What follows belongs to an exercise in optimizing a design on an open flow for a short achievable clock period and few clock cycles; a production flow would make more cautious choices. Where RTL was checked, it was by simulation tests only, not by an equivalence proof against the original. The RTL of run 2 was laid out without a check of its function. Power figures rest on the tool's default switching activity, not on a simulated workload.

===== design/flow/standard.sh =====
#!/bin/bash
# synth_recipe.tcl (not shown) runs the flow's synth.tcl, then flattens the netlist and writes it again
# the make line also repeats each setting of config.mk as NAME=value (left out here)
make -C /OpenROAD-flow-scripts/flow DESIGN_CONFIG=/design/flow/config.mk WORK_HOME=/design/flow/orfs CLKGATE_MAP_FILE= SYNTH_SCRIPT=/design/flow/synth_recipe.tcl "${@:-finish}"

===== design/flow/design.v =====
module mc32_core (
  input  wire        clk,
  input  wire        rst,           
  input  wire [31:0] prog_len,      
  output wire [31:0] imem_addr,
  input  wire [63:0] imem_rdata,
  output wire [9:0]  dmem_addr,
  output wire        dmem_we,
  output wire [31:0] dmem_wdata,
  input  wire [31:0] dmem_rdata,
  input  wire        in_valid,
  input  wire        in_eof,
  input  wire [7:0]  in_data,
  output wire        in_ready,
  output wire        out_valid,
  output wire [7:0]  out_data,
  output wire        halted,
  output wire        faulted,
  output wire [2:0]  fault_code,
  output wire [31:0] exit_code
);
  localparam NREG       = 13;
  localparam SP_RESET   = 32'd1020;     
  localparam DEPTH      = 16;           
  localparam [2:0] F_STACK    = 3'd1;
  localparam [2:0] F_RANGE    = 3'd2;
  localparam [2:0] F_ILLEGAL  = 3'd3;
  localparam [2:0] F_FETCH    = 3'd4;
  localparam [2:0] F_CALL     = 3'd5;
  localparam [2:0] F_RET      = 3'd6;
  localparam [2:0] F_PUTBACK  = 3'd7;
  localparam [7:0] OP_MOV  = 8'h01, OP_ADD = 8'h02, OP_SUB = 8'h03, OP_AND = 8'h04,
                   OP_ORR  = 8'h05, OP_EOR = 8'h06, OP_MVN = 8'h07, OP_LSL = 8'h08,
                   OP_LSR  = 8'h09, OP_CMP = 8'h0A, OP_STR = 8'h0B, OP_LDR = 8'h0C,
                   OP_B    = 8'h10, OP_BEQ = 8'h11, OP_BNE = 8'h12, OP_BLT = 8'h13,
                   OP_BGT  = 8'h14, OP_BL  = 8'h15, OP_RET = 8'h16, OP_HALT = 8'h20;
  localparam A_MOV = 0, A_ADD = 1, A_SUB = 2, A_AND = 3, A_ORR = 4, A_EOR = 5,
             A_MVN = 6, A_LSL = 7, A_LSR = 8;
  localparam BTBN = 16;                 
  localparam BTBW = 4;
  integer i;
  reg [31:0] x [0:NREG-1];
  reg        fl_z, fl_lt;                 
  reg [31:0] rs [0:DEPTH-1];
  reg [4:0]  rs_cnt;
  reg        pb_full;
  reg [31:0] pb;
  reg        st_halt, st_fault;
  reg [2:0]  fcode;
  reg [31:0] plen;                        
  reg [31:0] pc_f;                        
  reg [31:0] d_pc;                        
  reg        d_v;                         
  reg        d_end, d_past;               
  reg        d_ptk, d_pret;               
  reg        d_hit;                       
  reg [BTBW-1:0] d_hidx;
  reg             btb_v    [0:BTBN-1];
  reg [31:0]      btb_tag  [0:BTBN-1];
  reg [31:0]      btb_tgt  [0:BTBN-1];
  reg             btb_ret  [0:BTBN-1];
  reg             btb_cond [0:BTBN-1];
  reg [1:0]       btb_ctr  [0:BTBN-1];
  reg [BTBW-1:0]  btb_rr;
  reg             u_v, u_hit, u_tk, u_ret, u_cond;
  reg [BTBW-1:0]  u_idx;
  reg [31:0]      u_pc, u_tgt;
  reg        e_v;                         
  reg        e_wait;                      
  reg [2:0]  e_fault;                     
  reg        e_halt;                      
  reg [8:0]  e_alu;                       
  reg        e_wr;                        
  reg        e_cmp;
  reg        e_str, e_ldr;                
  reg        e_ldm;                       
  reg        e_ldz;                       
  reg        e_ldi;                       
  reg        e_sti;                       
  reg        e_arange, e_afault;          
  reg [3:0]  e_rd;
  reg [31:0] e_a, e_b, e_d;               
  reg        e_a_ld, e_b_ld, e_d_ld;      
  reg        e_ib;
  reg        o_we, o_out, o_inr;          
  reg        m_v;
  reg [3:0]  m_rd;
  wire        e_stall_in = o_inr && !in_valid;           
  wire        e_go       = e_v && !e_wait && !e_stall_in;
  wire        sub_op  = e_alu[A_SUB];
  wire [32:0] addsub  = {1'b0, e_a} + {1'b0, sub_op ? ~e_b : e_b} + {32'd0, sub_op};
  wire [31:0] sum     = addsub[31:0];
  wire        sh_big  = (e_b[31:5] != 27'd0);
  wire [31:0] shl     = e_a << e_b[4:0];
  wire [31:0] shr     = e_a >> e_b[4:0];
  reg  [31:0] alu;
  always @(*) begin
    alu = ({32{e_alu[A_MOV]}} & e_b)
        | ({32{e_alu[A_ADD] | e_alu[A_SUB]}} & sum)
        | ({32{e_alu[A_AND]}} & (e_a & e_b))
        | ({32{e_alu[A_ORR]}} & (e_a | e_b))
        | ({32{e_alu[A_EOR]}} & (e_a ^ e_b))
        | ({32{e_alu[A_MVN]}} & ~e_b)
        | ({32{e_alu[A_LSL] & !sh_big}} & shl)
        | ({32{e_alu[A_LSR] & !sh_big}} & shr);
  end
  wire [31:0] in_word = in_eof ? 32'hFFFF_FFFF : {24'd0, in_data};
  wire [31:0] e_res   = e_ldi ? (pb_full ? pb : in_word) : (e_ldz ? 32'd0 : alu);
  wire        cmp_z  = (e_a == e_b);
  wire        cmp_lt = (e_a[31] != e_b[31]) ? e_a[31] : (e_a[30:0] < e_b[30:0]);
  wire        e_fault_any = (e_fault != 3'd0) || ((e_str || e_ldr) && (e_arange || e_afault))
                            || (e_sti && pb_full);
  wire        e_stop      = e_v && !e_wait && (e_fault_any || e_halt);
  wire [2:0]  e_fcode     = (e_fault != 3'd0) ? e_fault :
                            ((e_str || e_ldr) && e_arange) ? F_RANGE :
                            ((e_str || e_ldr) && e_afault) ? F_STACK : F_PUTBACK;
  wire        e_ok        = e_go && !e_fault_any && !e_halt;
  wire        e_we_reg    = e_ok && (e_wr || e_ldz || e_ldi);
  wire        e_cmp_now   = e_v && !e_wait && e_cmp && (e_fault == 3'd0);
  wire        fz  = e_cmp_now ? cmp_z  : fl_z;
  wire        flt = e_cmp_now ? cmp_lt : fl_lt;
  wire        pb_full_nx  = (e_ok && e_sti) ? 1'b1 : (e_ok && e_ldi && pb_full) ? 1'b0 : pb_full;
  wire [63:0] w    = imem_rdata;
  wire [7:0]  opc  = w[63:56];
  wire [3:0]  rd   = w[55:52];
  wire [3:0]  rn   = w[51:48];
  wire [3:0]  rm   = w[47:44];
  wire [2:0]  z1   = w[43:41];
  wire        ibit = w[40];
  wire [7:0]  z2   = w[39:32];
  wire [31:0] imm  = w[31:0];
  wire f_dp3 = (opc == OP_ADD) || (opc == OP_SUB) || (opc == OP_AND) || (opc == OP_ORR) ||
               (opc == OP_EOR) || (opc == OP_LSL) || (opc == OP_LSR);
  wire f_dp2 = (opc == OP_MOV) || (opc == OP_MVN);
  wire f_cmp = (opc == OP_CMP);
  wire f_mem = (opc == OP_STR) || (opc == OP_LDR);
  wire f_br  = (opc >= OP_B) && (opc <= OP_BL);
  wire f_non = (opc == OP_RET) || (opc == OP_HALT);
  wire known = f_dp3 || f_dp2 || f_cmp || f_mem || f_br || f_non;
  wire illegal = !known
              || (z1 != 3'd0) || (z2 != 8'd0)
              || (!ibit && (imm != 32'd0))
              || ( ibit && (rm  != 4'd0))
              || ((f_dp2 || f_mem || f_br || f_non) && (rn != 4'd0))
              || ((f_cmp || f_br || f_non) && (rd != 4'd0))
              || (f_br && !ibit)
              || (f_non && (ibit || (rm != 4'd0)));
  wire rd_bad  = (f_dp3 || f_dp2 || f_mem) && (rd >= NREG);
  wire rn_bad  = (f_dp3 || f_cmp) && (rn >= NREG);
  wire rm_bad  = (f_dp3 || f_dp2 || f_cmp || f_mem) && !ibit && (rm >= NREG);
  wire reg_bad = rd_bad || rn_bad || rm_bad;
  wire is_bl   = (opc == OP_BL);
  wire is_ret  = (opc == OP_RET);
  wire is_str  = (opc == OP_STR);
  wire is_ldr  = (opc == OP_LDR);
  wire [2:0] d_fault = d_past                      ? F_FETCH   :
                       d_end                       ? 3'd0      :
                       illegal                     ? F_ILLEGAL :
                       reg_bad                     ? F_RANGE   :
                       (is_bl  && rs_cnt == DEPTH) ? F_CALL    :
                       (is_ret && rs_cnt == 5'd0)  ? F_RET     : 3'd0;
  wire       d_clean = !d_past && !d_end && !illegal && !reg_bad;
  wire        e_wb   = e_we_reg;                        
  wire        m_wb   = m_v;                             
  reg  [31:0] xa, xm, xd;
  always @(*) begin
    xa = 32'd0; xm = 32'd0; xd = 32'd0;
    for (i = 0; i < NREG; i = i + 1) begin
      if (rn == i) xa = x[i];
      if (rm == i) xm = x[i];
      if (rd == i) xd = x[i];
    end
  end
  wire [31:0] va   = (e_wb && e_rd == rn) ? e_res : (m_wb && m_rd == rn) ? dmem_rdata : xa;
  wire [31:0] vm   = (e_wb && e_rd == rm) ? e_res : (m_wb && m_rd == rm) ? dmem_rdata : xm;
  wire [31:0] vd   = (e_wb && e_rd == rd) ? e_res : (m_wb && m_rd == rd) ? dmem_rdata : xd;
  wire [31:0] vb   = ibit ? imm : vm;
  wire        ld_e   = e_v && !e_wait && e_ldm;
  wire        use_a  = ld_e && (f_dp3 || f_cmp) && (rn == e_rd);
  wire        use_b  = ld_e && !ibit && (f_dp3 || f_dp2 || f_cmp || f_mem) && (rm == e_rd);
  wire        use_d  = ld_e && is_str && (rd == e_rd);
  wire        d_wait = d_clean && (use_a || use_b || use_d);
  function [2:0] aclass(input [31:0] a);    
    aclass = {(a[31:10] != 22'd0), (a[31:10] == 22'd0) && (a[9:0] == 10'd1021),
              (a[31:10] == 22'd0) && (a[9:0] == 10'd1022)};
  endfunction
  function aout(input [31:0] a);
    aout = (a[31:10] == 22'd0) && (a[9:0] == 10'd1023);
  endfunction
  wire [2:0]  ac_b = aclass(vb);
  wire        ao_b = aout(vb);
  wire [2:0]  ac_r = aclass(dmem_rdata);
  wire        ao_r = aout(dmem_rdata);
  reg take;
  always @(*) begin
    case (opc)
      OP_B, OP_BL: take = 1'b1;
      OP_BEQ:      take = fz;
      OP_BNE:      take = !fz;
      OP_BLT:      take = flt;
      OP_BGT:      take = !fz && !flt;
      default:     take = 1'b0;
    endcase
  end
  wire        e_block  = (e_v && e_wait) || e_stall_in;    
  wire        d_go     = d_v && !e_block && !st_halt && !st_fault && !e_stop;
  wire        d_cond   = (opc >= OP_BEQ) && (opc <= OP_BGT);
  wire        d_call   = d_go && d_clean && is_bl && (rs_cnt != DEPTH);
  wire        d_ret    = d_go && d_clean && is_ret && (rs_cnt != 5'd0);
  wire [31:0] rs_top   = (rs_cnt != 5'd0) ? rs[rs_cnt[3:0] - 4'd1] : 32'd0;
  wire [31:0] d_pc1    = d_pc + 32'd1;
  wire        act_jmp  = f_br && take;                   
  wire        ret_ok   = d_ptk && d_pret && (pc_f == rs_top);
  wire        pred_ok  = act_jmp ? (d_ptk && !d_pret) : is_ret ? ret_ok : !d_ptk;
  wire        d_mis    = d_go && d_clean && !pred_ok;
  wire [31:0] redir    = is_ret ? rs_top : (f_br && !d_ptk) ? imm : d_pc1;
  reg  [BTBN-1:0] hit_oh;
  reg  [31:0]     p_tgt;
  reg             p_ret, p_tk;
  reg  [BTBW-1:0] p_idx;
  always @(*) begin
    p_tgt = 32'd0; p_ret = 1'b0; p_tk = 1'b0; p_idx = {BTBW{1'b0}};
    for (i = 0; i < BTBN; i = i + 1) begin
      hit_oh[i] = btb_v[i] && (btb_tag[i] == pc_f);
      if (hit_oh[i]) begin
        p_tgt = p_tgt | btb_tgt[i];
        p_ret = p_ret | btb_ret[i];
        p_tk  = p_tk  | btb_ret[i] | !btb_cond[i] | btb_ctr[i][1];
        p_idx = p_idx | i[BTBW-1:0];
      end
    end
  end
  wire        p_hit    = |hit_oh;
  wire [31:0] p_next   = !p_tk ? pc_f + 32'd1 : p_ret ? rs_top : p_tgt;
  assign imem_addr  = pc_f;
  assign dmem_addr  = e_b[9:0];
  assign dmem_wdata = e_d;
  assign dmem_we    = o_we;
  assign out_valid  = o_out;
  assign out_data   = e_d[7:0];
  assign in_ready   = o_inr;
  assign halted     = st_halt;
  assign faulted    = st_fault;
  assign fault_code = fcode;
  assign exit_code  = x[0];
  always @(posedge clk) begin
    if (rst) begin
      for (i = 0; i < NREG; i = i + 1)
        x[i] <= (i == NREG - 1) ? SP_RESET : 32'd0;
    end else begin
      for (i = 0; i < NREG; i = i + 1) begin
        if (e_we_reg && e_rd == i)
          x[i] <= e_res;
        else if (m_v && m_rd == i)
          x[i] <= dmem_rdata;
      end
    end
  end
  always @(posedge clk) begin
    if (d_call)
      rs[rs_cnt[3:0]] <= d_pc1;
  end
  always @(posedge clk) begin
    plen <= prog_len;
    if (rst) begin
      fl_z <= 1'b0; fl_lt <= 1'b0;
      rs_cnt <= 5'd0;
      pb_full <= 1'b0;
      pb <= 32'd0;
      st_halt <= 1'b0; st_fault <= 1'b0; fcode <= 3'd0;
      pc_f <= 32'd0; d_pc <= 32'd0; d_v <= 1'b0; d_end <= 1'b0; d_past <= 1'b0;
      e_v <= 1'b0; e_wait <= 1'b0; e_fault <= 3'd0; e_halt <= 1'b0; e_alu <= 9'd0;
      e_wr <= 1'b0; e_cmp <= 1'b0; e_str <= 1'b0; e_ldr <= 1'b0; e_ldm <= 1'b0;
      e_ldz <= 1'b0; e_ldi <= 1'b0; e_sti <= 1'b0; e_arange <= 1'b0; e_afault <= 1'b0;
      e_rd <= 4'd0; e_a <= 32'd0; e_b <= 32'd0; e_d <= 32'd0;
      e_a_ld <= 1'b0; e_b_ld <= 1'b0; e_d_ld <= 1'b0; e_ib <= 1'b0;
      o_we <= 1'b0; o_out <= 1'b0; o_inr <= 1'b0;
      m_v <= 1'b0; m_rd <= 4'd0;
      d_ptk <= 1'b0; d_pret <= 1'b0; d_hit <= 1'b0; d_hidx <= {BTBW{1'b0}};
      u_v <= 1'b0; btb_rr <= {BTBW{1'b0}};
      for (i = 0; i < BTBN; i = i + 1) btb_v[i] <= 1'b0;
    end else begin
      if (e_stop) begin
        if (e_fault_any) begin
          st_fault <= 1'b1;
          fcode    <= e_fcode;
        end else begin
          st_halt  <= 1'b1;
        end
      end
      if (e_ok && e_cmp) begin
        fl_z <= cmp_z; fl_lt <= cmp_lt;
      end
      pb_full <= pb_full_nx;
      if (e_ok && e_sti)
        pb <= e_d;
      m_v  <= e_ok && e_ldm;
      m_rd <= e_rd;
      if (d_call)
        rs_cnt <= rs_cnt + 5'd1;
      else if (d_ret)
        rs_cnt <= rs_cnt - 5'd1;
      d_pc   <= pc_f;
      d_end  <= (pc_f == plen);
      d_past <= (pc_f > plen);
      d_hit  <= p_hit;
      d_hidx <= p_idx;
      d_ptk  <= p_tk;
      d_pret <= p_ret;
      if (d_v && e_block) begin
        if (!(e_v && e_wait)) begin
          pc_f <= d_pc;
          d_v  <= 1'b0;
        end
      end else if (d_go && d_wait) begin
        pc_f <= pc_f;
        d_v  <= 1'b0;
      end else if (d_mis) begin
        pc_f <= redir;
        d_v  <= 1'b0;
      end else begin
        pc_f <= p_next;
        d_v  <= 1'b1;
      end
      u_v    <= d_go && d_clean && (f_br || is_ret);
      u_hit  <= d_hit;
      u_idx  <= d_hidx;
      u_tk   <= act_jmp || is_ret;
      u_ret  <= is_ret;
      u_cond <= d_cond;
      u_pc   <= d_pc;
      u_tgt  <= imm;
      if (u_v) begin
        if (u_hit) begin
          if (btb_cond[u_idx]) begin
            if (u_tk && btb_ctr[u_idx] != 2'd3) btb_ctr[u_idx] <= btb_ctr[u_idx] + 2'd1;
            if (!u_tk && btb_ctr[u_idx] != 2'd0) btb_ctr[u_idx] <= btb_ctr[u_idx] - 2'd1;
          end
        end else if (u_tk) begin
          btb_v[btb_rr]    <= 1'b1;
          btb_tag[btb_rr]  <= u_pc;
          btb_tgt[btb_rr]  <= u_tgt;
          btb_ret[btb_rr]  <= u_ret;
          btb_cond[btb_rr] <= u_cond;
          btb_ctr[btb_rr]  <= 2'd2;
          btb_rr           <= btb_rr + 1'b1;
        end
      end
      if (e_v && e_wait) begin
        e_wait <= 1'b0;
        if (e_a_ld) e_a <= dmem_rdata;
        if (e_b_ld) begin
          e_b      <= dmem_rdata;
          e_arange <= (e_str | e_ldr) && ac_r[2];
          e_afault <= (e_str | e_ldr) && ac_r[1];
          e_ldi    <= e_ldr && ac_r == 3'b001;
          e_ldz    <= e_ldr && ao_r;
          e_ldm    <= e_ldr && ac_r == 3'b000 && !ao_r;
          e_sti    <= e_str && ac_r == 3'b001;
          o_we     <= e_str && ac_r == 3'b000 && !ao_r;
          o_out    <= e_str && ao_r;
          o_inr    <= e_ldr && ac_r == 3'b001 && !pb_full_nx;
        end else begin
          o_we     <= e_str && !e_arange && !e_afault && !e_sti && !aout(e_b);
          o_out    <= e_str && aout(e_b);
          o_inr    <= e_ldi && !pb_full_nx;
        end
        if (e_d_ld) e_d <= dmem_rdata;
      end else if (!e_stall_in) begin
        e_v      <= d_go;
        e_wait   <= d_go && d_wait;
        e_fault  <= d_fault;
        e_halt   <= d_end || (d_clean && opc == OP_HALT);
        e_alu    <= {9{d_clean}} & {(opc == OP_LSR), (opc == OP_LSL), (opc == OP_MVN),
                                    (opc == OP_EOR), (opc == OP_ORR), (opc == OP_AND),
                                    (opc == OP_SUB), (opc == OP_ADD), (opc == OP_MOV)};
        e_wr     <= d_clean && (f_dp3 || f_dp2);
        e_cmp    <= d_clean && f_cmp;
        e_str    <= d_clean && is_str;
        e_ldr    <= d_clean && is_ldr;
        e_rd     <= rd;
        e_a      <= va;
        e_b      <= vb;
        e_d      <= vd;
        e_a_ld   <= use_a;
        e_b_ld   <= use_b;
        e_d_ld   <= use_d;
        e_ib     <= ibit;
        e_arange <= ac_b[2];
        e_afault <= ac_b[1];
        e_ldi    <= d_clean && is_ldr && ac_b == 3'b001;
        e_ldz    <= d_clean && is_ldr && ao_b;
        e_ldm    <= d_clean && is_ldr && ac_b == 3'b000 && !ao_b;
        e_sti    <= d_clean && is_str && ac_b == 3'b001;
        o_we     <= d_go && !d_wait && d_clean && is_str && ac_b == 3'b000 && !ao_b;
        o_out    <= d_go && !d_wait && d_clean && is_str && ao_b;
        o_inr    <= d_go && !d_wait && d_clean && is_ldr && ac_b == 3'b001 && !pb_full_nx;
      end
    end
  end
endmodule

===== design/flow/constraint.sdc =====
create_clock -name core_clock -period 10.0 [get_ports {clk}]
set_input_delay 2.0000 -clock core_clock [delete_from_list [all_inputs] [get_ports {clk}]]
set_output_delay 2.0000 -clock core_clock [all_outputs]
set_load 0.01 [all_outputs]

===== design/flow/flow/run.sh =====
#!/bin/bash
# Standard layout, with repair_timing aiming at a setup slack of 6.5 ns
# (a 3.5 ns clock) instead of 0 ns. The constraints are not changed.
set -euo pipefail
bash standard.sh SETUP_SLACK_MARGIN=6.5 finish > standard_flow.log 2>&1

===== design/flow/config.mk =====
export PLATFORM = sky130hd
export DESIGN_NAME = mc32_core
export DESIGN_NICKNAME = mc32_core
export VERILOG_FILES = /design/flow/design.v
export SDC_FILE = /design/flow/constraint.sdc
export NUM_CORES = 4
export LEC_CHECK = 0
export CAP_MARGIN = 20
export CORE_MARGIN = 2
export CORE_UTILIZATION = 40
export PLACE_DENSITY = 0.6
export SLEW_MARGIN = 20

==> results.cfg, run 1 <==
[logic_synthesis]
async_flop_share = 0
synth_cells = 10600
syn_nets = 10900
synth.avg_cell_area_sq_um = 11.4
ys.flop_type = edfxtp_1
synth_top_area_share = 0.416
netlist_area_sq_um = 121000
ys_seq_area_frac = 0.537
synth_edf_count = 1672
ys_ff_latch = 2400
synth.distinct_cells = 94
synth_top_area_cell = edfxtp_1
synth_warnings = 2
yosys-top-cells-area = edfxtp_1 42%, dfxtp_1 12%, mux4_2 4.7%

[die]
initial_core_util = 0.402
dieArea_sq_um = 306000
core_sq_um = 300000
row_count = 201
fp.dieH_microns = 553
io-pin-count = 262
die_w_microns = 553

[global_routing]
grt.overflow.total = 0
grt_antenna_before_repair = 55
grt_pass1_wl_microns = 859000
grt_pass1_vias = 103000
grt_usage = 0.400
grt_max_degree = 119

[worst_setup_path]
reg2reg_depth = 21
worst_ep_arrival_time_ps = 5740
r2r_slack_ps = 5130
crit_path_end_kind = register
path_max_fanout = 16
cp.required_ps = 10770
crit_type = in -> reg
start_kind = input pin

[sta]
slew_headroom = 0.0895
max_freq_mhz = 202
finalMaxSlewViolations = 0
rsz0062_at_grt = true
layout_worst_path_cycle_share = 0.496
period_needed_ps = 4960
fin_tns_setup_ps = 0
fin_worst_skew_ps = 96.0
setup_viol = 0
worst_slew_pin_slew_ps = 1370
hold_viol_final = 0

[route]
viasPerCell = 6.96
drt-initial-drc-count = 20600
wl_met2_microns = 261000
drcViolationCount = 0
postRouteAntennaNets = 0
routed-wl-met3_microns = 95300
vias = 111000
wl_met1_microns = 226000
routed_wl_microns = 645000
drt_pass1_iterations = 11
wire_per_inst_microns = 40.3
top_layer_used = met5

[run]
drv_cap = 0

[placement]
gp_congestion = 1.06
hpwlAfterDp_microns = 374000
dp_cells = 14300
portBuffers = 261

[hold_path]
hp-class = reg -> reg
hold_depth = 0

[clock_network]
postCtsHoldBufs = 0
cts.path.max_buffers = 4
root_buffer = clkbuf_16
clock_latency_ps = 980
cts_tree = built
htree_levels = 5
clk_pin_slew_worst_paths_ps = 60
cts_sinks = 2400
cts_buffers = 271

[layout]
num-fill-cells = 24700
final_cells = 16000
layout_common_cells = 1672 x edfxtp_1, 841 x buf_4, 704 x nor2_1, 633 x nand2_1, 593 x dfxtp_1
final_nets = 12100
final_common_cell = edfxtp_1
area_delta_synth_final_pct = 35.1
drive_gt1_frac = 0.335

[power]
vdd.ir_drop.worst_mv = 0.141
p_leak_uw = 0.0581
power_density_nw_per_um2 = 141

[outcome]
status = complete, no violations
==> where the power goes <==
group,internal [uW],switching [uW],leakage [uW]
combinational,672,1160,0.0327
sequential,10600,142,0.0209
clock,5860,4510,0.00438
total,17100,5820,0.0581
==> Yosys cell counts, types with 65 or more instances <==
| master | count |
|---|---|
| a211oi_1 | 600 |
| a21oi_1 | 454 |
| a221oi_1 | 188 |
| a222oi_1 | 65 |
| a22o_1 | 119 |
| a22oi_1 | 294 |
| a31oi_1 | 109 |
| and3_1 | 80 |
| buf_1 | 95 |
| clkbuf_1 | 744 |
| dfxtp_1 | 728 |
| edfxtp_1 | 1672 |
| ha_1 | 172 |
| inv_1 | 166 |
| mux2_2 | 132 |
| mux2i_1 | 363 |
| mux4_2 | 254 |
| nand2_1 | 686 |
| nand3_1 | 233 |
| nand4_1 | 152 |
| nor2_1 | 842 |
| nor2b_1 | 201 |
| nor3_1 | 166 |
| nor4_1 | 180 |
| o211ai_1 | 96 |
| o21ai_0 | 327 |
| xnor2_1 | 212 |
| xor2_1 | 458 |
==> worst max-delay path, cell delays in order <==
cell	delay (ps)
buf_16	190
buf_16	170
nor2_4	90
a22oi_2	250
o22ai_2	110
a222oi_1	770
o21ai_2	190
o31ai_2	290
a21o_1	170
o2111ai_2	100
or4_4	550
nor4_4	360
buf_4	200
nor2_1	50
o221a_2	230
==> metrics by stage <==
step | hold WS (ps) | setup slack (ps) | total power (uW) | area, sq um | util
floorplan | 386 | 4700 | 11600 | 124000 | -
global placement | 403 | 2520 | 12200 | 130000 | 0.433
detailed placement | 408 | 2400 | 12200 | 130000 | 0.433
CTS | 418 | 5230 | 22700 | 157000 | 0.522
global route | 422 | 5040 | 23300 | 163000 | 0.543
finish | 414 | 5040 | 23000 | 163000 | 0.543
==> kinds of logic (layout without fill, tap and decap cells) <==
logic type | after synthesis | after routing | synth area share
DFF | 2400 | 2400 | 0.537
buffers and inverters | 1117 | 2482 | 0.0370
muxes | 749 | 749 | 0.0898
and+or+nand+nor | 2811 | 2841 | 0.112
adders and majority gates | 174 | 174 | 0.0182
AOI/OAI and AO/OA | 2693 | 2693 | 0.158
other | 0 | 33 | 0
xor gates and xnor gates | 671 | 671 | 0.0488
==> final timing paths <==
kind                           endpoint                   from
hold reg to reg         u_hit$_DFFE_PN_       d_hit$_SDFF_PP0_
setup reg to reg  e_arange$_SDFFE_PP0P_  e_alu[2]$_SDFFE_PP0P_
hold / removal          u_hit$_DFFE_PN_       d_hit$_SDFF_PP0_
setup / recovery  e_arange$_SDFFE_PP0P_         imem_rdata[45]
==> what timing repair did <==
| item | in CTS | in global routing |
|---|---|---|
| gates resized for setup | 2543 | 706 |
| setup buffers | 769 | 263 |
| endpoints found under the setup margin | 1519 | 1432 |
| pin swaps | 520 | 452 |
| cloned | 121 | 26 |
==> routing by layer <==
layer | vias up | track usage
met5 | - | 0
li1 | 43300 | -
met1 | 55000 | 0.502
met4 | 38 | 0.288
met2 | 10200 | 0.567
met3 | 2859 | 0.145
==> sequential cells by signal, indices dropped and copies added, names as in the netlist, 9 cells and up, named ones only <==
register	count
btb_tag	512
btb_tgt	512
rs	512
x	416
btb_ctr	32
d_pc	32
e_a	32
e_b	32
e_d	32
pb	32
pc_f	32
plen	32
u_pc	32
u_tgt	32
btb_cond	16
btb_ret	16
btb_v	16
e_alu	9
==> cell type report <==
class,instances,area (sq um),area share
Sequential cell,2400,65200,0.400
Multi-Input combinational cell,7128,60900,0.374
Timing Repair Buffer,1824,22100,0.136
Clock inverter,139,1630,0.0100
Tap cell,3958,4950,0.0304
Clock buffer,349,7410,0.0455
Antenna cell,33,82.6,0.000507
Inverter,170,691,0.00424
Testbench counts, summed over its fixed seeds: cycles 74,557.
==> inputs of run 2 (changes only) <==
--- a/design/flow/design.v
+++ b/design/flow/design.v
@@ -84,2 +84,3 @@
   reg        e_ib;
+  reg        e_shbig;                     
   reg        o_we, o_out, o_inr;          
@@ -92,3 +93,3 @@
   wire [31:0] sum     = addsub[31:0];
-  wire        sh_big  = (e_b[31:5] != 27'd0);
+  wire        sh_big  = e_shbig;
   wire [31:0] shl     = e_a << e_b[4:0];
@@ -107,5 +108,24 @@
   wire [31:0] in_word = in_eof ? 32'hFFFF_FFFF : {24'd0, in_data};
-  wire [31:0] e_res   = e_ldi ? (pb_full ? pb : in_word) : (e_ldz ? 32'd0 : alu);
+  wire [31:0] e_res   = alu | ({32{e_ldi}} & (pb_full ? pb : in_word));    
   wire        cmp_z  = (e_a == e_b);
-  wire        cmp_lt = (e_a[31] != e_b[31]) ? e_a[31] : (e_a[30:0] < e_b[30:0]);
+  function [1:0] lt_eq(input [1:0] hi, input [1:0] lo);    
+    lt_eq = {hi[1] | (hi[0] & lo[1]), hi[0] & lo[0]};
+  endfunction
+  wire [31:0] ca = {~e_a[31], e_a[30:0]};
+  wire [31:0] cb = {~e_b[31], e_b[30:0]};
+  reg  [1:0]  le1 [0:31];
+  reg  [1:0]  le2 [0:15];
+  reg  [1:0]  le3 [0:7];
+  reg  [1:0]  le4 [0:3];
+  reg  [1:0]  le5 [0:1];
+  reg  [1:0]  le6;
+  always @(*) begin
+    for (i = 0; i < 32; i = i + 1) le1[i] = {~ca[i] & cb[i], ~(ca[i] ^ cb[i])};
+    for (i = 0; i < 16; i = i + 1) le2[i] = lt_eq(le1[2*i+1], le1[2*i]);
+    for (i = 0; i < 8;  i = i + 1) le3[i] = lt_eq(le2[2*i+1], le2[2*i]);
+    for (i = 0; i < 4;  i = i + 1) le4[i] = lt_eq(le3[2*i+1], le3[2*i]);
+    for (i = 0; i < 2;  i = i + 1) le5[i] = lt_eq(le4[2*i+1], le4[2*i]);
+    le6 = lt_eq(le5[1], le5[0]);
+  end
+  wire        cmp_lt = le6[1];
   wire        e_fault_any = (e_fault != 3'd0) || ((e_str || e_ldr) && (e_arange || e_afault))
@@ -181,3 +201,3 @@
   wire        use_d  = ld_e && is_str && (rd == e_rd);
-  wire        d_wait = d_clean && (use_a || use_b || use_d);
+  wire        d_wait = use_a || use_b || use_d;
   function [2:0] aclass(input [31:0] a);    
@@ -189,6 +209,21 @@
   endfunction
-  wire [2:0]  ac_b = aclass(vb);
-  wire        ao_b = aout(vb);
-  wire [2:0]  ac_r = aclass(dmem_rdata);
-  wire        ao_r = aout(dmem_rdata);
+  function [4:0] vflags(input [31:0] a);    
+    vflags = {aclass(a), aout(a), (a[31:5] != 27'd0)};
+  endfunction
+  reg  [4:0]  xf [0:NREG-1];
+  reg  [4:0]  xmf;
+  always @(*) begin
+    xmf = 5'd0;
+    for (i = 0; i < NREG; i = i + 1) begin
+      xf[i] = vflags(x[i]);
+      if (rm == i) xmf = xf[i];
+    end
+  end
+  wire [4:0]  fl_e = vflags(e_res);
+  wire [4:0]  fl_r = vflags(dmem_rdata);
+  wire [4:0]  fl_b = ibit ? vflags(imm) : (e_wb && e_rd == rm) ? fl_e : (m_wb && m_rd == rm) ? fl_r : xmf;
+  wire [2:0]  ac_b = fl_b[4:2];
+  wire        ao_b = fl_b[1];
+  wire [2:0]  ac_r = fl_r[4:2];
+  wire        ao_r = fl_r[1];
   reg take;
@@ -207,4 +242,4 @@
   wire        d_cond   = (opc >= OP_BEQ) && (opc <= OP_BGT);
-  wire        d_call   = d_go && d_clean && is_bl && (rs_cnt != DEPTH);
-  wire        d_ret    = d_go && d_clean && is_ret && (rs_cnt != 5'd0);
+  wire        d_call   = d_go && is_bl && (rs_cnt != DEPTH);    
+  wire        d_ret    = d_go && is_ret && (rs_cnt != 5'd0);
   wire [31:0] rs_top   = (rs_cnt != 5'd0) ? rs[rs_cnt[3:0] - 4'd1] : 32'd0;
@@ -214,3 +249,3 @@
   wire        pred_ok  = act_jmp ? (d_ptk && !d_pret) : is_ret ? ret_ok : !d_ptk;
-  wire        d_mis    = d_go && d_clean && !pred_ok;
+  wire        d_mis    = d_go && !pred_ok;
   wire [31:0] redir    = is_ret ? rs_top : (f_br && !d_ptk) ? imm : d_pc1;
@@ -259,3 +294,3 @@
   always @(posedge clk) begin
-    if (d_call)
+    if (rs_cnt != DEPTH)
       rs[rs_cnt[3:0]] <= d_pc1;
@@ -275,3 +310,3 @@
       e_rd <= 4'd0; e_a <= 32'd0; e_b <= 32'd0; e_d <= 32'd0;
-      e_a_ld <= 1'b0; e_b_ld <= 1'b0; e_d_ld <= 1'b0; e_ib <= 1'b0;
+      e_a_ld <= 1'b0; e_b_ld <= 1'b0; e_d_ld <= 1'b0; e_ib <= 1'b0; e_shbig <= 1'b0;
       o_we <= 1'b0; o_out <= 1'b0; o_inr <= 1'b0;
@@ -353,2 +388,3 @@
           e_b      <= dmem_rdata;
+          e_shbig  <= fl_r[0];
           e_arange <= (e_str | e_ldr) && ac_r[2];
@@ -388,2 +424,3 @@
         e_ib     <= ibit;
+        e_shbig  <= fl_b[0];
         e_arange <= ac_b[2];
--- a/design/flow/config.mk
+++ b/design/flow/config.mk
@@ -7,2 +7,3 @@
 export LEC_CHECK = 0
+export ABC_CLOCK_PERIOD_IN_PS = 2500
 export CAP_MARGIN = 20
==> results.cfg, run 2 <==
[logic_synthesis]
ys_seq_area_frac = 0.536
synth_common_cells = 1672 x edfxtp_1, 788 x nor2_1, 743 x clkbuf_1, 729 x dfxtp_1, 654 x nand2_1
ys.flop_type = edfxtp_1
synth_top_family_by_area = compound AO/OA/AOI/OAI gates
synth_edf_count = 1672
synth_xor_area_frac = 0.0492
async_flop_share = 0
synth_top_area_share = 0.415
syn_nets = 11000
synth.avg_cell_area_sq_um = 11.4
ys_ff_latch = 2401
synth_top_area_cell = edfxtp_1
yosys-top-cells-area = edfxtp_1 42%, dfxtp_1 12%, a211oi_1 4.0%
synth_compound_area_frac = 0.162
synth_warnings = 8
synth_adder_area_share = 0.0182
synth.most_common_cell = edfxtp_1
synth_cells = 10600
synth.distinct_cells = 97
synthMuxAreaShare = 0.0825
netlist_area_sq_um = 121000
synth-simple-area-share = 0.116

[placement]
portBuffers = 261
dp_cells = 14400
gp_congestion = 1.04
hpwlAfterDp_microns = 374000

[outcome]
status = stopped before the end
lastStage = global routing
stop_error = [ERROR GRT-0232] Routing congestion too high. Check the congestion heatmap in the GUI.

[clock_network]
postCtsHoldBufs = 0
cts.path.max_buffers = 4
cts_sinks = 2401
cts_buffers = 271
htree_levels = 5
root_buffer = clkbuf_16

[global_routing]
grt_usage = 0.427
grt.overflow.total = 7
grt_max_degree = 101

[die]
io-pin-count = 262
die_w_microns = 554
fp.dieH_microns = 554
row_count = 201
initial_core_util = 0.403
## run 2: changes by cell type after synthesis, sizes merged, moves of 45 or more
cell,change
a211oi,+45
a21oi,-70
a22oi,+56
nor2,-53
nor4,+56
## run 2: cells by family after synthesis
group / after synthesis
muxes: 696
AOI/OAI and AO/OA: 2726
DFF: 2401
adders and majority gates: 175
xor gates and xnor gates: 679
and+or+nand+nor: 2841
buffers and inverters: 1119
## run 2: power by group through the flow
stage                     clock network [uW]  logic [uW]  registers (uW)
after floorplan                            0         625           10900
after global placement                     0        1170           11000
after detailed placement                   0        1180           11000
after CTS                              10300        1580           10800
## run 2: worst max path at each step
| stage | endpoint | slack [ps] | cells after the start | startpoint |
|---|---|---|---|---|
| 2_1_floorplan | e_arange$_SDFFE_PP0P_ | 5290 | 11 | in_eof |
| 3_3_place_gp | e_ldm$_SDFFE_PP0P_ | 3170 | 13 | in_eof |
| 3_5_place_dp | o_we$_SDFFE_PP0P_ | 3180 | 13 | in_eof |
| 4_1_cts | e_arange$_SDFFE_PP0P_ | 5490 | 15 | e_alu[2]$_SDFFE_PP0P_ |
## run 2: repair_timing
action | 4_1_cts
buffers inserted | 732
pin swaps | 551
gates resized for setup | 2795
endpoints found under the setup margin | 1490
gates cloned | 164
## run 2: metal layers
| layer | track usage | overflow |
|---|---|---|
| met5 | 0.0481 | 7 |
| met4 | 0.331 | 0 |
| met3 | 0.191 | 0 |
| met1 | 0.495 | 0 |
| met2 | 0.609 | 0 |
## run 2: metrics by stage
| stage | setup WS (ps) | utilization | cell area (sq um) |
|---|---|---|---|
| after CTS | 5490 | 0.528 | 159000 |
| after detailed placement | 3180 | 0.435 | 131000 |
| after global placement | 3170 | 0.435 | 131000 |
| after floorplan | 5290 | - | 125000 |
==> inputs of run 3 (changes only) <==
--- a/design/flow/design.v
+++ b/design/flow/design.v
@@ -38,4 +38,4 @@
              A_MVN = 6, A_LSL = 7, A_LSR = 8;
-  localparam BTBN = 16;                 
-  localparam BTBW = 4;
+  localparam BTBN = 8;                 
+  localparam BTBW = 3;
   integer i;
@@ -45,2 +45,3 @@
   reg [4:0]  rs_cnt;
+  reg [31:0] rs_topr;                     
   reg        pb_full;
@@ -85,2 +86,5 @@
   reg        e_shbig;                     
+  reg        e_sum;                       
+  reg [31:0] e_bx;                        
+  reg        e_sh;                        
   reg        o_we, o_out, o_inr;          
@@ -91,20 +95,31 @@
   wire        sub_op  = e_alu[A_SUB];
-  wire [32:0] addsub  = {1'b0, e_a} + {1'b0, sub_op ? ~e_b : e_b} + {32'd0, sub_op};
-  wire [31:0] sum     = addsub[31:0];
-  wire        sh_big  = e_shbig;
+  wire [31:0] bx      = e_bx;                  
+  wire [31:0] sum     = e_a + bx + {31'd0, sub_op};
   wire [31:0] shl     = e_a << e_b[4:0];
   wire [31:0] shr     = e_a >> e_b[4:0];
-  reg  [31:0] alu;
-  always @(*) begin
-    alu = ({32{e_alu[A_MOV]}} & e_b)
-        | ({32{e_alu[A_ADD] | e_alu[A_SUB]}} & sum)
-        | ({32{e_alu[A_AND]}} & (e_a & e_b))
-        | ({32{e_alu[A_ORR]}} & (e_a | e_b))
-        | ({32{e_alu[A_EOR]}} & (e_a ^ e_b))
-        | ({32{e_alu[A_MVN]}} & ~e_b)
-        | ({32{e_alu[A_LSL] & !sh_big}} & shl)
-        | ({32{e_alu[A_LSR] & !sh_big}} & shr);
-  end
   wire [31:0] in_word = in_eof ? 32'hFFFF_FFFF : {24'd0, in_data};
-  wire [31:0] e_res   = alu | ({32{e_ldi}} & (pb_full ? pb : in_word));    
+  wire [31:0] res_oth = ({32{e_alu[A_MOV]}} & e_b)
+                      | ({32{e_alu[A_AND]}} & (e_a & e_b))
+                      | ({32{e_alu[A_ORR]}} & (e_a | e_b))
+                      | ({32{e_alu[A_EOR]}} & (e_a ^ e_b))
+                      | ({32{e_alu[A_MVN]}} & ~e_b)
+                      | ({32{e_ldi}} & (pb_full ? pb : in_word));    
+  wire [31:0] e_res   = ({32{e_sum}} & sum)
+                      | ({32{e_alu[A_LSL] & !e_shbig}} & shl)
+                      | ({32{e_alu[A_LSR] & !e_shbig}} & shr)
+                      | res_oth;                                     
+  wire [10:0] sum_lo  = {1'b0, e_a[9:0]} + {1'b0, bx[9:0]} + {10'd0, sub_op};
+  wire [5:0]  sum_l5  = {1'b0, e_a[4:0]} + {1'b0, bx[4:0]} + {5'd0, sub_op};
+  wire [31:0] hx      = e_a ^ bx;
+  wire [31:0] ho      = e_a | bx;
+  wire [31:0] zt      = hx ^ {ho[30:0], 1'b0};                       
+  wire        z11     = (zt[31:11] == 21'd0);
+  wire        z6      = (zt[31:6] == 26'd0) ;
+  wire        zero10  = z11 && (hx[10] == sum_lo[10]);               
+  wire        zero5   = z6  && (hx[5]  == sum_l5[5]);                
+  wire [4:0]  fl_sum  = {!zero10,
+                         zero10 && sum_lo[9:0] == 10'd1021,
+                         zero10 && sum_lo[9:0] == 10'd1022,
+                         zero10 && sum_lo[9:0] == 10'd1023,
+                         !zero5};
   wire        cmp_z  = (e_a == e_b);
@@ -196,3 +211,4 @@
   wire [31:0] vd   = (e_wb && e_rd == rd) ? e_res : (m_wb && m_rd == rd) ? dmem_rdata : xd;
-  wire [31:0] vb   = ibit ? imm : vm;
+  wire [31:0] vb   = (!ibit && e_wb && e_rd == rm) ? e_res :
+                     ibit ? imm : (m_wb && m_rd == rm) ? dmem_rdata : xm;
   wire        ld_e   = e_v && !e_wait && e_ldm;
@@ -201,3 +217,5 @@
   wire        use_d  = ld_e && is_str && (rd == e_rd);
-  wire        d_wait = use_a || use_b || use_d;
+  wire        use_f  = e_v && !e_wait && e_sh && !ibit && (f_mem || opc == OP_LSL || opc == OP_LSR)
+                       && (rm == e_rd);
+  wire        d_wait = use_a || use_b || use_d || use_f;
   function [2:0] aclass(input [31:0] a);    
@@ -221,3 +239,3 @@
   end
-  wire [4:0]  fl_e = vflags(e_res);
+  wire [4:0]  fl_e = e_sum ? fl_sum : vflags(res_oth);
   wire [4:0]  fl_r = vflags(dmem_rdata);
@@ -227,2 +245,5 @@
   wire [2:0]  ac_r = fl_r[4:2];
+  wire [4:0]  fl_w = vflags(e_b);           
+  wire [2:0]  ac_w = fl_w[4:2];
+  wire        ao_w = fl_w[1];
   wire        ao_r = fl_r[1];
@@ -244,3 +265,3 @@
   wire        d_ret    = d_go && is_ret && (rs_cnt != 5'd0);
-  wire [31:0] rs_top   = (rs_cnt != 5'd0) ? rs[rs_cnt[3:0] - 4'd1] : 32'd0;
+  wire [31:0] rs_top   = rs_topr;
   wire [31:0] d_pc1    = d_pc + 32'd1;
@@ -269,8 +290,16 @@
   wire [31:0] p_next   = !p_tk ? pc_f + 32'd1 : p_ret ? rs_top : p_tgt;
-  assign imem_addr  = pc_f;
-  assign dmem_addr  = e_b[9:0];
-  assign dmem_wdata = e_d;
+  wire [31:0] pc_nx = (d_v && e_block) ? ((e_v && e_wait) ? pc_f : d_pc) :
+                      (d_go && d_wait) ? pc_f :
+                      d_mis            ? redir : p_next;
+  reg  [31:0] o_pc;
+  reg  [9:0]  o_addr;
+  reg  [31:0] o_wd;
+  always @(posedge clk)
+    o_pc <= pc_nx & {32{!rst}};
+  assign imem_addr  = o_pc;
+  assign dmem_addr  = o_addr;
+  assign dmem_wdata = o_wd;
   assign dmem_we    = o_we;
   assign out_valid  = o_out;
-  assign out_data   = e_d[7:0];
+  assign out_data   = o_wd[7:0];
   assign in_ready   = o_inr;
@@ -302,2 +331,3 @@
       rs_cnt <= 5'd0;
+      rs_topr <= 32'd0;
       pb_full <= 1'b0;
@@ -310,3 +340,3 @@
       e_rd <= 4'd0; e_a <= 32'd0; e_b <= 32'd0; e_d <= 32'd0;
-      e_a_ld <= 1'b0; e_b_ld <= 1'b0; e_d_ld <= 1'b0; e_ib <= 1'b0; e_shbig <= 1'b0;
+      e_a_ld <= 1'b0; e_b_ld <= 1'b0; e_d_ld <= 1'b0; e_ib <= 1'b0; e_shbig <= 1'b0; e_sum <= 1'b0; e_sh <= 1'b0; e_bx <= 32'd0;
       o_we <= 1'b0; o_out <= 1'b0; o_inr <= 1'b0;
@@ -333,6 +363,9 @@
       m_rd <= e_rd;
-      if (d_call)
-        rs_cnt <= rs_cnt + 5'd1;
-      else if (d_ret)
-        rs_cnt <= rs_cnt - 5'd1;
+      if (d_call) begin
+        rs_cnt  <= rs_cnt + 5'd1;
+        rs_topr <= d_pc1;
+      end else if (d_ret) begin
+        rs_cnt  <= rs_cnt - 5'd1;
+        rs_topr <= (rs_cnt >= 5'd2) ? rs[rs_cnt[3:0] - 4'd2] : 32'd0;
+      end
       d_pc   <= pc_f;
@@ -344,15 +377,11 @@
       d_pret <= p_ret;
+      pc_f <= pc_nx;
       if (d_v && e_block) begin
-        if (!(e_v && e_wait)) begin
-          pc_f <= d_pc;
+        if (!(e_v && e_wait))
           d_v  <= 1'b0;
-        end
       end else if (d_go && d_wait) begin
-        pc_f <= pc_f;
         d_v  <= 1'b0;
       end else if (d_mis) begin
-        pc_f <= redir;
         d_v  <= 1'b0;
       end else begin
-        pc_f <= p_next;
         d_v  <= 1'b1;
@@ -388,2 +417,4 @@
           e_b      <= dmem_rdata;
+          e_bx     <= e_alu[A_SUB] ? ~dmem_rdata : dmem_rdata;
+          o_addr   <= dmem_rdata[9:0];
           e_shbig  <= fl_r[0];
@@ -399,7 +430,17 @@
         end else begin
-          o_we     <= e_str && !e_arange && !e_afault && !e_sti && !aout(e_b);
-          o_out    <= e_str && aout(e_b);
-          o_inr    <= e_ldi && !pb_full_nx;
+          e_shbig  <= fl_w[0];
+          e_arange <= (e_str | e_ldr) && ac_w[2];
+          e_afault <= (e_str | e_ldr) && ac_w[1];
+          e_ldi    <= e_ldr && ac_w == 3'b001;
+          e_ldz    <= e_ldr && ao_w;
+          e_ldm    <= e_ldr && ac_w == 3'b000 && !ao_w;
+          e_sti    <= e_str && ac_w == 3'b001;
+          o_we     <= e_str && ac_w == 3'b000 && !ao_w;
+          o_out    <= e_str && ao_w;
+          o_inr    <= e_ldr && ac_w == 3'b001 && !pb_full_nx;
+        end
+        if (e_d_ld) begin
+          e_d  <= dmem_rdata;
+          o_wd <= dmem_rdata;
         end
-        if (e_d_ld) e_d <= dmem_rdata;
       end else if (!e_stall_in) begin
@@ -419,3 +460,6 @@
         e_b      <= vb;
+        e_bx     <= (d_clean && opc == OP_SUB) ? ~vb : vb;
         e_d      <= vd;
+        o_addr   <= vb[9:0];
+        o_wd     <= vd;
         e_a_ld   <= use_a;
@@ -425,2 +469,4 @@
         e_shbig  <= fl_b[0];
+        e_sum    <= d_clean && (opc == OP_ADD || opc == OP_SUB);
+        e_sh     <= d_clean && (opc == OP_LSL || opc == OP_LSR);
         e_arange <= ac_b[2];
--- a/design/flow/config.mk
+++ b/design/flow/config.mk
@@ -10,4 +10,5 @@
 export CORE_MARGIN = 2
-export CORE_UTILIZATION = 40
-export PLACE_DENSITY = 0.6
+export CORE_UTILIZATION = 35
+export GPL_ROUTABILITY_DRIVEN = 1
+export PLACE_DENSITY = 0.55
 export SLEW_MARGIN = 20
==> results.cfg, run 3 <==
[outcome]
status = complete, no violations

[clock_network]
postCtsHoldBufs = 0
htree_levels = 4
root_buffer = clkbuf_16
clk_pin_slew_worst_paths_ps = 70
cts_sinks = 1984
cts.path.max_buffers = 4
cts_tree = built
clock_latency_ps = 960
cts_buffers = 222

[die]
initial_core_util = 0.352
dieArea_sq_um = 303000
fp.dieH_microns = 551
io-pin-count = 262
die_w_microns = 551
core_sq_um = 297000
row_count = 200

[placement]
hpwlAfterDp_microns = 388000
place_area_sq_um = 115000
gp_congestion = 1.06
portBuffers = 261

[sta]
finalMaxSlewViolations = 0
layout_worst_path_cycle_share = 0.436
hold_viol_final = 0
fin_tns_setup_ps = 0
rsz0062_at_grt = true
setup_viol = 0
max_freq_mhz = 229
period_needed_ps = 4360
hold_slack_ps = 400
worst_slew_pin_slew_ps = 1320
slew_headroom = 0.115
fin_worst_skew_ps = 83.9

[logic_synthesis]
async_flop_share = 0
yosys-top-cells-area = edfxtp_1 34%, dfxtp_1 16%, mux4_2 5.5%
ys.flop_type = edfxtp_1
netlist_area_sq_um = 105000
synth_edf_count = 1169
synth_top_area_cell = edfxtp_1
synth_common_cells = 1169 x edfxtp_1, 918 x nor2_1, 815 x dfxtp_1, 700 x clkbuf_1, 667 x nand2_1
synth_warnings = 8
ys_seq_area_frac = 0.492
synth.distinct_cells = 99
synth.most_common_cell = edfxtp_1
synth_cells = 9814
syn_nets = 10100
synth.avg_cell_area_sq_um = 10.7
synth_top_area_share = 0.336
ys_ff_latch = 1984

[worst_setup_path]
crit_top_cell = buf_16
critPathMaxStageDelay_ps = 750
path_max_fanout = 6
cpMaxStageDelayCell = a222oi_1
worst_ep_arrival_time_ps = 5170
crit_path_end_kind = register
crit_chain = buf_16 > buf_16 > and4b_2 > buf_12 > a222oi_1 > o211ai_1 > a221oi_2 > a211oi_2 > a221o_1 > mux2i_1 > a2111oi_0
start_kind = input pin
cp.required_ps = 10810
crit_type = in -> reg

[power]
p_total_uw = 19500
p_leak_uw = 0.0508
power_density_nw_per_um2 = 137
vdd.ir_drop.worst_mv = 0.162

[layout]
layout_common_cells = 1169 x edfxtp_1, 738 x nor2_1, 704 x dfxtp_1, 687 x buf_4, 585 x nand2_1
num-fill-cells = 26500
area_delta_synth_final_pct = 36.1
postLayoutCellArea_sq_um = 142000
largest_reg_flops = 512
final_common_cell = edfxtp_1
final_util = 0.479
final_nets = 11000
drive_gt1_frac = 0.350

[route]
drcViolationCount = 0
viasPerCell = 6.79
vias = 101000
drt-initial-drc-count = 16400
routed_wl_microns = 616000
drt_pass1_iterations = 11
postRouteAntennaNets = 0
wire_per_inst_microns = 41.5

[global_routing]
grt_pass1_wl_microns = 813000
grt_pass1_vias = 93000
grt_max_degree = 80
grt.overflow.total = 0
grt_antenna_before_repair = 34
grt_usage = 0.387

[run]
drv_cap = 0

[hold_path]
hp-class = reg -> reg
-- run 3: logic make-up (layout without fill, tap and decap cells) --
family	after synthesis	after routing	share of synthesized area
XOR/XNOR	464	464	0.0389
AND/OR/NAND/NOR	2806	2849	0.129
adder cells (fa/ha/maj)	195	195	0.0235
multiplexers	743	743	0.103
other	0	24	0
flip-flops	1984	1984	0.492
buffers and inverters	1075	2105	0.0409
AO/OA/AOI/OAI	2547	2547	0.173
-- run 3: critical path, delay by kind of cell --
family / cells / cell delay (ps)
AOI/OAI and AO/OA: 6 / 2320
buffers and inverters: 3 / 420
and+or+nand+nor: 1 / 270
muxes: 1 / 150
-- run 3: metal layers --
layer  vias up  wire length [microns]  track usage
met2      7910                 262000        0.582
met1     50800                 225000        0.473
met5         -                    899      0.00782
met4        29                  57300        0.276
li1      39600                      -            -
met3      2501                  71400        0.114
-- run 3: area by class of cell --
cell class                      instances  area, sq um  share of cell area
Sequential cell                      1984        51800               0.364
Timing Repair Buffer                 1497        17200               0.120
Tap cell                             3939         4930              0.0346
Clock inverter                        137         1530              0.0107
Multi-Input combinational cell       6798        60000               0.422
Antenna cell                           24         60.1            0.000422
Clock buffer                          280         6110              0.0429
Inverter                              191          776             0.00545
-- run 3: timing repair --
item | 4_1_cts | 5_1_grt
endpoints found under the hold margin | 0 | 0
cloned | 91 | 23
buffers inserted | 559 | 214
pin swaps | 451 | 424
gates resized for setup | 2421 | 662
setup endpoints to repair | 1144 | 648
-- run 3: stage by stage --
stage | setup slack [ps] | instances
finish | 5640 | 14900
global route | 5630 | 14800
CTS | 5910 | 14600
detailed placement | 3410 | 13500
global placement | 3200 | 13500
floorplan | 5340 | 9814
-- run 3: final timing paths --
kind / from / end / slack (ps) / cells past startpoint
min: d_hit$_SDFF_PP0_ / u_hit$_DFFE_PN_ / 400 / 0
min reg2reg: d_hit$_SDFF_PP0_ / u_hit$_DFFE_PN_ / 400 / 0
max reg2reg: x[12][21]$_SDFFE_PP0P_ / e_ldm$_SDFFE_PP0P_ / 5650 / 10
max: imem_rdata[44] / e_bx[19]$_SDFFE_PP0P_ / 5640 / 11
-- run 3: power breakdown --
group / switching [uW] / internal [uW]
registers: 139 / 8700
clock network: 3720 / 5020
logic: 1250 / 721
total: 5100 / 14400
Testbench counts of run 3, summed over its fixed seeds: cycles 74,557.
==> inputs of run 4 (changes only) <==
--- a/design/flow/design.v
+++ b/design/flow/design.v
@@ -460,3 +460,3 @@
         e_b      <= vb;
-        e_bx     <= (d_clean && opc == OP_SUB) ? ~vb : vb;
+        e_bx     <= (opc == OP_SUB) ? ~vb : vb;    
         e_d      <= vd;
==> results.cfg, run 4 <==
[outcome]
status = complete, but fails checks
so_faults = max-capacitance violations, max-slew violations

[route]
routed_wl_microns = 620000
vias = 102000
drt_pass1_iterations = 17
viasPerCell = 6.79
drcViolationCount = 0
postRouteAntennaNets = 0
drt-initial-drc-count = 17700
wire_per_inst_microns = 41.0

[clock_network]
clk_pin_slew_worst_paths_ps = 70
cts.path.max_buffers = 4
postCtsHoldBufs = 0
clock_latency_ps = 950
cts_sinks = 1984
htree_levels = 4
root_buffer = clkbuf_16
cts_tree = built
cts_buffers = 227

[global_routing]
grt_pass1_vias = 94200
grt_antenna_before_repair = 48
grt_pass1_wl_microns = 824000
grt_max_degree = 108
grt_usage = 0.386
grt.overflow.total = 0

[placement]
hpwlAfterDp_microns = 395000
place_area_sq_um = 115000
portBuffers = 261
gp_congestion = 1.04

[run]
drv_cap = 1

[worst_setup_path]
rr_endpoint = o_we$_SDFFE_PP0P_
start_kind = register
path_max_fanout = 5
worst_ep_arrival_time_ps = 5860
crit_type = reg -> reg
cp.required_ps = 10790
crit_path_end_kind = register
r2r_slack_ps = 4930
cp-startpoint = x[5][17]$_SDFFE_PP0P_
reg2reg_depth = 11
rr_startpoint = x[5][17]$_SDFFE_PP0P_

[logic_synthesis]
synth_edf_count = 1169
async_flop_share = 0
yosys-top-cells-area = edfxtp_1 33%, dfxtp_1 15%, mux4_2 5.2%
synth_top_area_share = 0.333
synth_cells = 9947
synth_warnings = 8
synth.avg_cell_area_sq_um = 10.6
synth.distinct_cells = 99
syn_nets = 10300
ys.flop_type = edfxtp_1
synth_top_area_cell = edfxtp_1
synth_common_cells = 1169 x edfxtp_1, 815 x dfxtp_1, 748 x nor2_1, 744 x clkbuf_1, 696 x nand2_1
netlist_area_sq_um = 105000
ys_ff_latch = 1984
synth.most_common_cell = edfxtp_1
ys_seq_area_frac = 0.488

[layout]
final_nets = 11300
drive_gt1_frac = 0.356
final_common_cell = edfxtp_1
regArea_sq_um = 51800
layout_common_cells = 1169 x edfxtp_1, 748 x buf_4, 690 x dfxtp_1, 625 x nand2_1, 608 x nor2_1
final_util = 0.484
num-fill-cells = 26800
area_delta_synth_final_pct = 37.6
multiInputGateArea_sq_um = 59900
postLayoutCellArea_sq_um = 145000
largest_reg_flops = 512

[power]
vdd.ir_drop.worst_mv = 0.138
p_leak_uw = 0.0514
power_density_nw_per_um2 = 134

[die]
row_count = 201
fp.dieH_microns = 552
initial_core_util = 0.352
dieArea_sq_um = 305000
core_sq_um = 300000
die_w_microns = 552
io-pin-count = 262

[sta]
max_freq_mhz = 197
rsz0062_at_grt = true
hold_viol_final = 0
worst_slew_pin_slew_ps = 1960
period_needed_ps = 5070
fin_tns_setup_ps = 0
fin_worst_skew_ps = 76.9
finalMaxSlewViolations = 2
slew_headroom = -0.317
layout_worst_path_cycle_share = 0.507
setup_viol = 0

[hold_path]
min_from = d_hit$_SDFF_PP0_
hold_depth = 0
hp-class = reg -> reg
whs_endpoint = u_hit$_DFFE_PN_
run 4: cell count changes after synthesis, sizes merged, moves of 85 or more:
| cell | change |
|---|---|
| mux2i | -177 |
| nor2 | -170 |
| a211oi | +128 |
| xnor2 | +104 |
| nor2b | +103 |
| xor2 | -93 |
| nand4 | +85 |
run 4: worst max-delay path, stage by stage (launching register included):
cell and delay, ps:
dfxtp_1 420, nor4_1 1600, nand4_1 750, nor3_4 400, buf_12 160, a2111oi_2 50
o211ai_1 340, and4_4 430, o211ai_1 150, a21oi_1 200, nand4b_1 150, o31ai_1 250
run 4: timing repair:
action	4_1_cts	5_1_grt
gates resized for setup	2627	689
cloned	83	15
endpoints found under the setup margin	1119	753
buffers inserted	727	196
pin swaps	503	443
run 4: worst max-delay path by stage:
stage | endpoint | slack, ps | depth (start not counted)
detailed placement | e_bx[30]$_SDFFE_PP0P_ | 2920 | 13
global placement | e_bx[30]$_SDFFE_PP0P_ | 2840 | 13
global route | o_we$_SDFFE_PP0P_ | 5330 | 11
finish | o_we$_SDFFE_PP0P_ | 4930 | 11
CTS | o_out$_SDFFE_PP0P_ | 5900 | 13
floorplan | btb_cond[0]$_DFFE_PP_ | 5340 | 3
run 4: per-stage QoR:
step	total power [uW]	cells	setup WS [ps]	hold WS (ps)
floorplan	9620	9947	5340	386
global placement	10300	13600	2840	387
detailed placement	10300	13600	2920	390
CTS	19200	14900	5900	405
global route	19800	15100	5330	414
finish	19400	15100	4930	406
run 4: layout make-up:
class                      instances  area share
antenna                           28    0.000484
clock buffer                     303      0.0437
clock inverter                   119     0.00868
inverter                         202     0.00588
multi-input combinational       6861       0.413
sequential                      1984       0.358
tap                             3958      0.0342
timing repair buffer            1640       0.136
run 4: cells by family after synthesis:
group | Yosys count | synth area share
xor+xnor | 475 | 0.0395
mux | 626 | 0.0906
compound gates | 2703 | 0.183
buf+inv | 1108 | 0.0410
simple gates | 2856 | 0.135
flops | 1984 | 0.488
fa+ha+maj | 195 | 0.0234
run 4: where the power goes:
| group | switching [uW] | internal (uW) |
|---|---|---|
| sequential | 145 | 8670 |
| clock | 3690 | 4950 |
| combinational | 1220 | 736 |
run 4: routing by layer:
layer | share of wire | vias to the layer above | GRT usage | wire length, microns
li1 | - | 40400 | - | -
met1 | 0.39 | 51400 | 0.511 | 240000
met4 | 0.081 | 43 | 0.241 | 50300
met3 | 0.13 | 2234 | 0.135 | 82800
met2 | 0.40 | 8287 | 0.532 | 245000
met5 | 0.0017 | - | 0.0102 | 1070
Testbench counts of run 4, summed over its fixed seeds: cycles 74,557.
==> inputs of run 5 (changes only) <==
--- a/design/flow/design.v
+++ b/design/flow/design.v
@@ -199,11 +199,10 @@
   wire        m_wb   = m_v;                             
-  reg  [31:0] xa, xm, xd;
+  reg  [31:0] xp [0:15];
   always @(*) begin
-    xa = 32'd0; xm = 32'd0; xd = 32'd0;
-    for (i = 0; i < NREG; i = i + 1) begin
-      if (rn == i) xa = x[i];
-      if (rm == i) xm = x[i];
-      if (rd == i) xd = x[i];
-    end
+    for (i = 0; i < 16; i = i + 1)
+      xp[i] = (i < NREG) ? x[i] : 32'd0;
   end
+  wire [31:0] xa = xp[rn];
+  wire [31:0] xm = xp[rm];
+  wire [31:0] xd = xp[rd];
   wire [31:0] va   = (e_wb && e_rd == rn) ? e_res : (m_wb && m_rd == rn) ? dmem_rdata : xa;
@@ -230,10 +229,8 @@
   endfunction
-  reg  [4:0]  xf [0:NREG-1];
+  reg  [4:0]  xf [0:15];
   reg  [4:0]  xmf;
   always @(*) begin
-    xmf = 5'd0;
-    for (i = 0; i < NREG; i = i + 1) begin
-      xf[i] = vflags(x[i]);
-      if (rm == i) xmf = xf[i];
-    end
+    for (i = 0; i < 16; i = i + 1)
+      xf[i] = vflags(xp[i]);
+    xmf = xf[rm];
   end
@@ -460,3 +457,3 @@
         e_b      <= vb;
-        e_bx     <= (opc == OP_SUB) ? ~vb : vb;    
+        e_bx     <= (d_clean && opc == OP_SUB) ? ~vb : vb;
         e_d      <= vd;
==> design/flow/flow/run.sh (replaced) <==
#!/bin/bash
# Standard layout, with repair_timing aiming at a setup slack of 6.5 ns
# (a 3.5 ns clock) instead of 0 ns, and the port buffers made buf_8 cells
# instead of the default choice. The constraints are not changed.
set -euo pipefail
bash standard.sh SETUP_SLACK_MARGIN=6.5 "BUFFER_PORTS_ARGS=-buffer_cell sky130_fd_sc_hd__buf_8" finish > standard_flow.log 2>&1
==> results.cfg, run 5 <==
[outcome]
status = stopped before the end
lastStage = global routing
stop_error = [ERROR GRT-0232] Routing congestion too high. Check the congestion heatmap in the GUI.

[logic_synthesis]
synth_adder_area_share = 0.0238
synth-simple-area-share = 0.132
synth.avg_cell_area_sq_um = 10.7
synth_top_area_share = 0.339
synth_compound_area_frac = 0.175
syn_nets = 9991
synth.distinct_cells = 90
yosys-top-cells-area = edfxtp_1 34%, dfxtp_1 16%, mux4_2 5.2%
synth_cells = 9656
ys_seq_area_frac = 0.497
synth_xor_area_frac = 0.0395
synth_common_cells = 1169 x edfxtp_1, 839 x nor2_1, 815 x dfxtp_1, 720 x clkbuf_1, 608 x nand2_1
ys_ff_latch = 1984
netlist_area_sq_um = 103000
synth_warnings = 9
async_flop_share = 0
synth.most_common_cell = edfxtp_1
synthMuxAreaShare = 0.0934
ys.flop_type = edfxtp_1
synth_edf_count = 1169
synth_top_area_cell = edfxtp_1
synth_top_family_by_area = compound AO/OA/AOI/OAI gates

[placement]
place_area_sq_um = 115000
gp_congestion = 1.06
hpwlAfterDp_microns = 381000
portBuffers = 261

[clock_network]
cts_sinks = 1984
htree_levels = 4
root_buffer = clkbuf_16
cts_buffers = 220
cts.path.max_buffers = 4

[global_routing]
grt_usage = 0.406
grt_max_degree = 158
grt.overflow.total = 1

[die]
row_count = 199
initial_core_util = 0.352
die_w_microns = 548
fp.dieH_microns = 548
io-pin-count = 262
## run 5: cell types whose count changed after synthesis, sizes merged, moves of 45 or more
cell	change
a211oi	-133
a21oi	-81
a22o	+45
a22oi	+219
mux2	-97
mux2i	+135
nand2	-88
nand3	+55
nor2	+91
nor2b	-131
o21ai	-83
## run 5: routing by layer
layer,overflow,GRT usage
met1,0,0.503
met2,0,0.548
met3,1,0.186
met4,0,0.286
met5,0,0.0776
## run 5: timing repair
item / CTS
gates resized for setup: 1459
hold buffers: 0
endpoints found under the setup margin: 1152
setup buffers: 502
cloned: 88
pin swaps: 350
## run 5: cells by family after synthesis
kind of cell | count (synthesis)
xor+xnor | 466
compound gates | 2496
buf+inv | 1066
flops | 1984
mux | 658
simple gates | 2791
fa+ha+maj | 195
## run 5: worst max path at each step
stage / start / to / slack (ps) / cells past startpoint
global placement: imem_rdata[47] / e_afault$_SDFFE_PP0P_ / 3800 / 12
CTS: e_a[27]$_SDFFE_PP0P_ / o_pc[3]$_DFF_P_ / 5470 / 14
detailed placement: imem_rdata[57] / o_pc[26]$_DFF_P_ / 4190 / 11
floorplan: rst / btb_cond[0]$_DFFE_PP_ / 5340 / 3
## run 5: power groups by stage
stage | Sequential [uW] | Combinational, uW | Clock [uW]
floorplan | 8890 | 501 | 0
global placement | 8960 | 932 | 0
detailed placement | 8970 | 935 | 0
CTS | 8770 | 1130 | 8670
## run 5: through the flow
step	worst slack, ps	utilization	instances	total power, uW	hold WS (ps)
after floorplan	5340	-	9656	9390	386
after global placement	3800	0.390	13300	9890	394
after detailed placement	4190	0.390	13300	9900	404
after CTS	5470	0.460	14300	18600	419
Testbench counts of run 5, summed over its fixed seeds: cycles 74,557.

port drivers added, routing unchanged:
How much do the figures lean on ideal ports? The routed layouts below were timed once more, with nothing changed but the port constraints.
Step 1 (the two cells are an assumption about what drives the block):
set clk [get_ports {clk}]
set_driving_cell -lib_cell sky130_fd_sc_hd__clkbuf_16 $clk
set_driving_cell -lib_cell sky130_fd_sc_hd__buf_2 [delete_from_list [all_inputs] $clk]
Step 2 also shifts input and output timing later by t, the mid clock arrival at the registers, as if the neighbouring blocks saw the same clock.
Three values: ideal ports, drivers, drivers and shift; two values: the first two.
run	shift t [ns]	setup slack, ns	worst slew at a driven data input, ns	pins driven straight from the clock port
run 1	1.034	5.038 / 4.777 / 3.743	0.38	1
run 3	1.030	5.640 / 5.641 / 4.611	0.23	1
run 4	1.030	4.927 / 4.927 / 4.288	0.36	1
For run 1, which loses most, drivers alone change the setup slack by -0.261 ns; drivers and shift together by -1.295 ns.
